Context: an optimization exercise on an open-source flow, tuned for small area, a short achievable clock period and few clock cycles. The choices shown serve that exercise and are no tape-out recipe.
In this exercise RTL edits were held to simulation tests only and were not proved equivalent to the original.
Power is estimated from default activity; no workload was simulated.

run A:
==> flow/design.v (excerpt) <==
module sigtrans_rx #(
    parameter [7:0]  SYNC = 8'hAA,       
    parameter integer RX_CAP = 64,
    parameter integer AW = 6             
) (
    input  wire        clk,
    input  wire        rst,
    input  wire        cmd_valid,
    input  wire [31:0] cmd,
    output wire        cmd_ready,
    input  wire [AW-1:0] buf_addr,
    output wire [7:0]  buf_rdata,
    output reg  [3:0]  err,
    output reg  [2:0]  outcome,
    output reg         found,
    output reg         frm_valid,
    output reg  [3:0]  cnt,
    output reg  [AW-1:0] idx,
    output reg  [15:0] length,
    output reg  [7:0]  csum_rx,
    output reg  [7:0]  csum_calc,
    output reg  [3:0]  csum_dist,
    output wire [AW-1:0] frm_off,
    output reg  [AW:0] frm_len,
    output reg  [AW:0] rem_off,
    output reg  [AW:0] pay_off,
    output reg  [AW:0] pay_len,
    output wire [AW:0] rx_len
);
Settings: LEC_CHECK=0, CAP_MARGIN=20, CORE_MARGIN=2, CORE_UTILIZATION=35, CTS_BUF_LIST=sky130_fd_sc_hd__clkbuf_8, PLACE_DENSITY=0.65, SETUP_SLACK_MARGIN=4, SLEW_MARGIN=20, TNS_END_PERCENT=0; clock period 10.0 ns.
run.sh (not shown) runs the stock make flow with config.mk's settings and CLKGATE_MAP_FILE= SYNTH_SCRIPT=/design/flow/synth_recipe.tcl, a recipe that flattens the netlist after the stock synthesis.
Testbench counts of run A, summed over its fixed seeds: cycles 57,519.
#### Input delta (run B over run A)
Settings: CORE_UTILIZATION: 35 -> 30; PLACE_DENSITY: 0.65 -> 0.55.
### Flow results
- Comparing run A and run B, the higher clock tree buffer count of the final layout was measured on run B.
- Delta (run B minus run A): depth of the worst register-to-register path went down by 4, average routed wire per standard cell ~0 delta.
- NOTE: count of vias placed by the detailed router in run B falls short of that of run A
- The run with more setup slack is run B; run A has less.
- Run B against run A: total power now sits higher; initial core utilization now sits lower; detailed placer's ending HPWL now sits higher; final wirelength now sits higher; design area now sits higher.
- Summary: pre-CTS setup slack, run B better than run A


Starting RTL as in the previous note.
Settings: LEC_CHECK=0, CAP_MARGIN=20, CORE_MARGIN=2, CORE_UTILIZATION=35, CTS_BUF_LIST=sky130_fd_sc_hd__clkbuf_8, PLACE_DENSITY=0.55, SETUP_SLACK_MARGIN=4, SLEW_MARGIN=20, TNS_END_PERCENT=5; clock period 10.0 ns.
standard.sh (not shown) runs the stock make flow with config.mk's settings and CLKGATE_MAP_FILE= SYNTH_SCRIPT=/design/flow/synth_recipe.tcl, a recipe that flattens the netlist after the stock synthesis.
==> flow/flow/run.sh <==
#!/bin/bash
# Standard ORFS layout (the standard.sh), except that a222oi_1 is not
# used: it has no stronger size, so timing repair cannot upsize it when it
# ends up driving a long wire. The rest of the list is the platform's own.
set -uo pipefail
DU="sky130_fd_sc_hd__probe_p_8 sky130_fd_sc_hd__probec_p_8 sky130_fd_sc_hd__lpflow_bleeder_1 sky130_fd_sc_hd__lpflow_clkbufkapwr_1 sky130_fd_sc_hd__lpflow_clkbufkapwr_16 sky130_fd_sc_hd__lpflow_clkbufkapwr_2 sky130_fd_sc_hd__lpflow_clkbufkapwr_4 sky130_fd_sc_hd__lpflow_clkbufkapwr_8 sky130_fd_sc_hd__lpflow_clkinvkapwr_1 sky130_fd_sc_hd__lpflow_clkinvkapwr_16 sky130_fd_sc_hd__lpflow_clkinvkapwr_2 sky130_fd_sc_hd__lpflow_clkinvkapwr_4 sky130_fd_sc_hd__lpflow_clkinvkapwr_8 sky130_fd_sc_hd__lpflow_decapkapwr_12 sky130_fd_sc_hd__lpflow_decapkapwr_3 sky130_fd_sc_hd__lpflow_decapkapwr_4 sky130_fd_sc_hd__lpflow_decapkapwr_6 sky130_fd_sc_hd__lpflow_decapkapwr_8 sky130_fd_sc_hd__lpflow_inputiso0n_1 sky130_fd_sc_hd__lpflow_inputiso0p_1 sky130_fd_sc_hd__lpflow_inputiso1n_1 sky130_fd_sc_hd__lpflow_inputiso1p_1 sky130_fd_sc_hd__lpflow_inputisolatch_1 sky130_fd_sc_hd__lpflow_isobufsrc_1 sky130_fd_sc_hd__lpflow_isobufsrc_16 sky130_fd_sc_hd__lpflow_isobufsrc_2 sky130_fd_sc_hd__lpflow_isobufsrc_4 sky130_fd_sc_hd__lpflow_isobufsrc_8 sky130_fd_sc_hd__lpflow_isobufsrckapwr_16 sky130_fd_sc_hd__lpflow_lsbuf_lh_hl_isowell_tap_1 sky130_fd_sc_hd__lpflow_lsbuf_lh_hl_isowell_tap_2 sky130_fd_sc_hd__lpflow_lsbuf_lh_hl_isowell_tap_4 sky130_fd_sc_hd__lpflow_lsbuf_lh_isowell_4 sky130_fd_sc_hd__lpflow_lsbuf_lh_isowell_tap_1 sky130_fd_sc_hd__lpflow_lsbuf_lh_isowell_tap_2 sky130_fd_sc_hd__lpflow_lsbuf_lh_isowell_tap_4 sky130_fd_sc_hd__a222oi_1"
bash standard.sh "DONT_USE_CELLS=$DU" finish > standard.log 2>&1
exit $?
The baseline went through all stages and came out clean.
Testbench counts at the start, summed over its fixed seeds: cycles 57,519.
Then changed:
==> flow/flow/run.sh (replaced) <==
#!/bin/bash
# Standard ORFS layout (the standard.sh), with the port buffers that
# placement inserts made of the smallest plain buffer; timing repair
# upsizes the ones on critical paths.
set -uo pipefail
export BUFFER_PORTS_ARGS="-buffer_cell sky130_fd_sc_hd__buf_1"
bash standard.sh > standard.log 2>&1
status=$?
exit $status
The changed run completed without violations.
Via count drops by 0.64%.
Fmax goes down by 4.5%.
Setup slack degrades by 0.32 ns.
Then changed:
==> flow/flow/run.sh (replaced) <==
#!/bin/bash
# Standard ORFS layout (the standard.sh), except that a222oi_1 is not
# used: it has no stronger size, so timing repair cannot upsize it when it
# ends up driving a long wire. The rest of the list is the platform's own.
set -uo pipefail
DU="sky130_fd_sc_hd__probe_p_8 sky130_fd_sc_hd__probec_p_8 sky130_fd_sc_hd__lpflow_bleeder_1 sky130_fd_sc_hd__lpflow_clkbufkapwr_1 sky130_fd_sc_hd__lpflow_clkbufkapwr_16 sky130_fd_sc_hd__lpflow_clkbufkapwr_2 sky130_fd_sc_hd__lpflow_clkbufkapwr_4 sky130_fd_sc_hd__lpflow_clkbufkapwr_8 sky130_fd_sc_hd__lpflow_clkinvkapwr_1 sky130_fd_sc_hd__lpflow_clkinvkapwr_16 sky130_fd_sc_hd__lpflow_clkinvkapwr_2 sky130_fd_sc_hd__lpflow_clkinvkapwr_4 sky130_fd_sc_hd__lpflow_clkinvkapwr_8 sky130_fd_sc_hd__lpflow_decapkapwr_12 sky130_fd_sc_hd__lpflow_decapkapwr_3 sky130_fd_sc_hd__lpflow_decapkapwr_4 sky130_fd_sc_hd__lpflow_decapkapwr_6 sky130_fd_sc_hd__lpflow_decapkapwr_8 sky130_fd_sc_hd__lpflow_inputiso0n_1 sky130_fd_sc_hd__lpflow_inputiso0p_1 sky130_fd_sc_hd__lpflow_inputiso1n_1 sky130_fd_sc_hd__lpflow_inputiso1p_1 sky130_fd_sc_hd__lpflow_inputisolatch_1 sky130_fd_sc_hd__lpflow_isobufsrc_1 sky130_fd_sc_hd__lpflow_isobufsrc_16 sky130_fd_sc_hd__lpflow_isobufsrc_2 sky130_fd_sc_hd__lpflow_isobufsrc_4 sky130_fd_sc_hd__lpflow_isobufsrc_8 sky130_fd_sc_hd__lpflow_isobufsrckapwr_16 sky130_fd_sc_hd__lpflow_lsbuf_lh_hl_isowell_tap_1 sky130_fd_sc_hd__lpflow_lsbuf_lh_hl_isowell_tap_2 sky130_fd_sc_hd__lpflow_lsbuf_lh_hl_isowell_tap_4 sky130_fd_sc_hd__lpflow_lsbuf_lh_isowell_4 sky130_fd_sc_hd__lpflow_lsbuf_lh_isowell_tap_1 sky130_fd_sc_hd__lpflow_lsbuf_lh_isowell_tap_2 sky130_fd_sc_hd__lpflow_lsbuf_lh_isowell_tap_4 sky130_fd_sc_hd__a222oi_1"
bash standard.sh "DONT_USE_CELLS=$DU" finish > standard.log 2>&1
exit $?
--- a/flow/config.mk
+++ b/flow/config.mk
@@ -15 +15 @@
-export TNS_END_PERCENT = 5
+export TNS_END_PERCENT = 0
Wire length decreases slightly.
Critical path depth falls by 2.
Sequential share of layout area went down by 0.70 points.
Via count rises slightly.
Combinational power is lower by a few percent.
Design area went up slightly.
Synthesized cell count came out higher by a few percent.
Sequential power is about the same.
Global-route usage goes down by 0.63 points.
Area after synthesis rose slightly.
Worst setup slack improves by 0.21 ns.
Then changed:
==> flow/run.sh (new file) <==
#!/bin/bash
# synth_recipe.tcl (not shown) runs the flow's synth.tcl, then flattens the netlist and writes it again
# the make line also repeats each setting of config.mk as NAME=value (left out here)
make -C /OpenROAD-flow-scripts/flow DESIGN_CONFIG=/design/flow/config.mk WORK_HOME=/design/flow/orfs CLKGATE_MAP_FILE= SYNTH_SCRIPT=/design/flow/synth_recipe.tcl finish
removed: flow/flow/run.sh
removed: flow/standard.sh
Outcome: Area after synthesis falls by 0.72%; wire length came out lower by 1.0%; cell count decreases by 2.3%; via count went down by 1.3%.

-- port drivers added, routing unchanged --
The results above use ideal ports. As a check the final layouts listed here were re-extracted and re-timed, cells and wires unchanged.
Step 1, drivers: a clkbuf_16 drives clk and a buf_2 each remaining input, both assumed.
Step 2 times the ports against the registers' clock, not the clock port: input delays grow and output delays shrink by t, the midpoint of the rising clock arrivals with the driver on.
Slacks: ideal ports / drivers / drivers and shift; pairs: ideal ports / drivers.
| run | shift t [ns] | setup slack, ns | worst data-port slew with drivers (ns) | pins driven straight from the clock port |
|---|---|---|---|---|
| run A | 0.875 | 2.504 / 2.457 / 2.286 | 0.12 | 1 |
| run B | 0.992 | 2.783 / 2.748 / 2.288 | 0.32 | 1 |
| the first run of note 2 | 0.932 | 3.137 / 3.100 / 2.814 | 0.17 | 1 |
| the second run of note 2 | 0.935 | 2.815 / 2.758 / 2.758 | 0.10 | 1 |
| the third run of note 2 | 0.902 | 3.028 / 3.005 / 2.617 | 0.17 | 1 |
| the fourth run of note 2 | 0.929 | 2.781 / 2.735 / 2.286 | 0.27 | 1 |
After both steps every run listed still meets setup and hold.
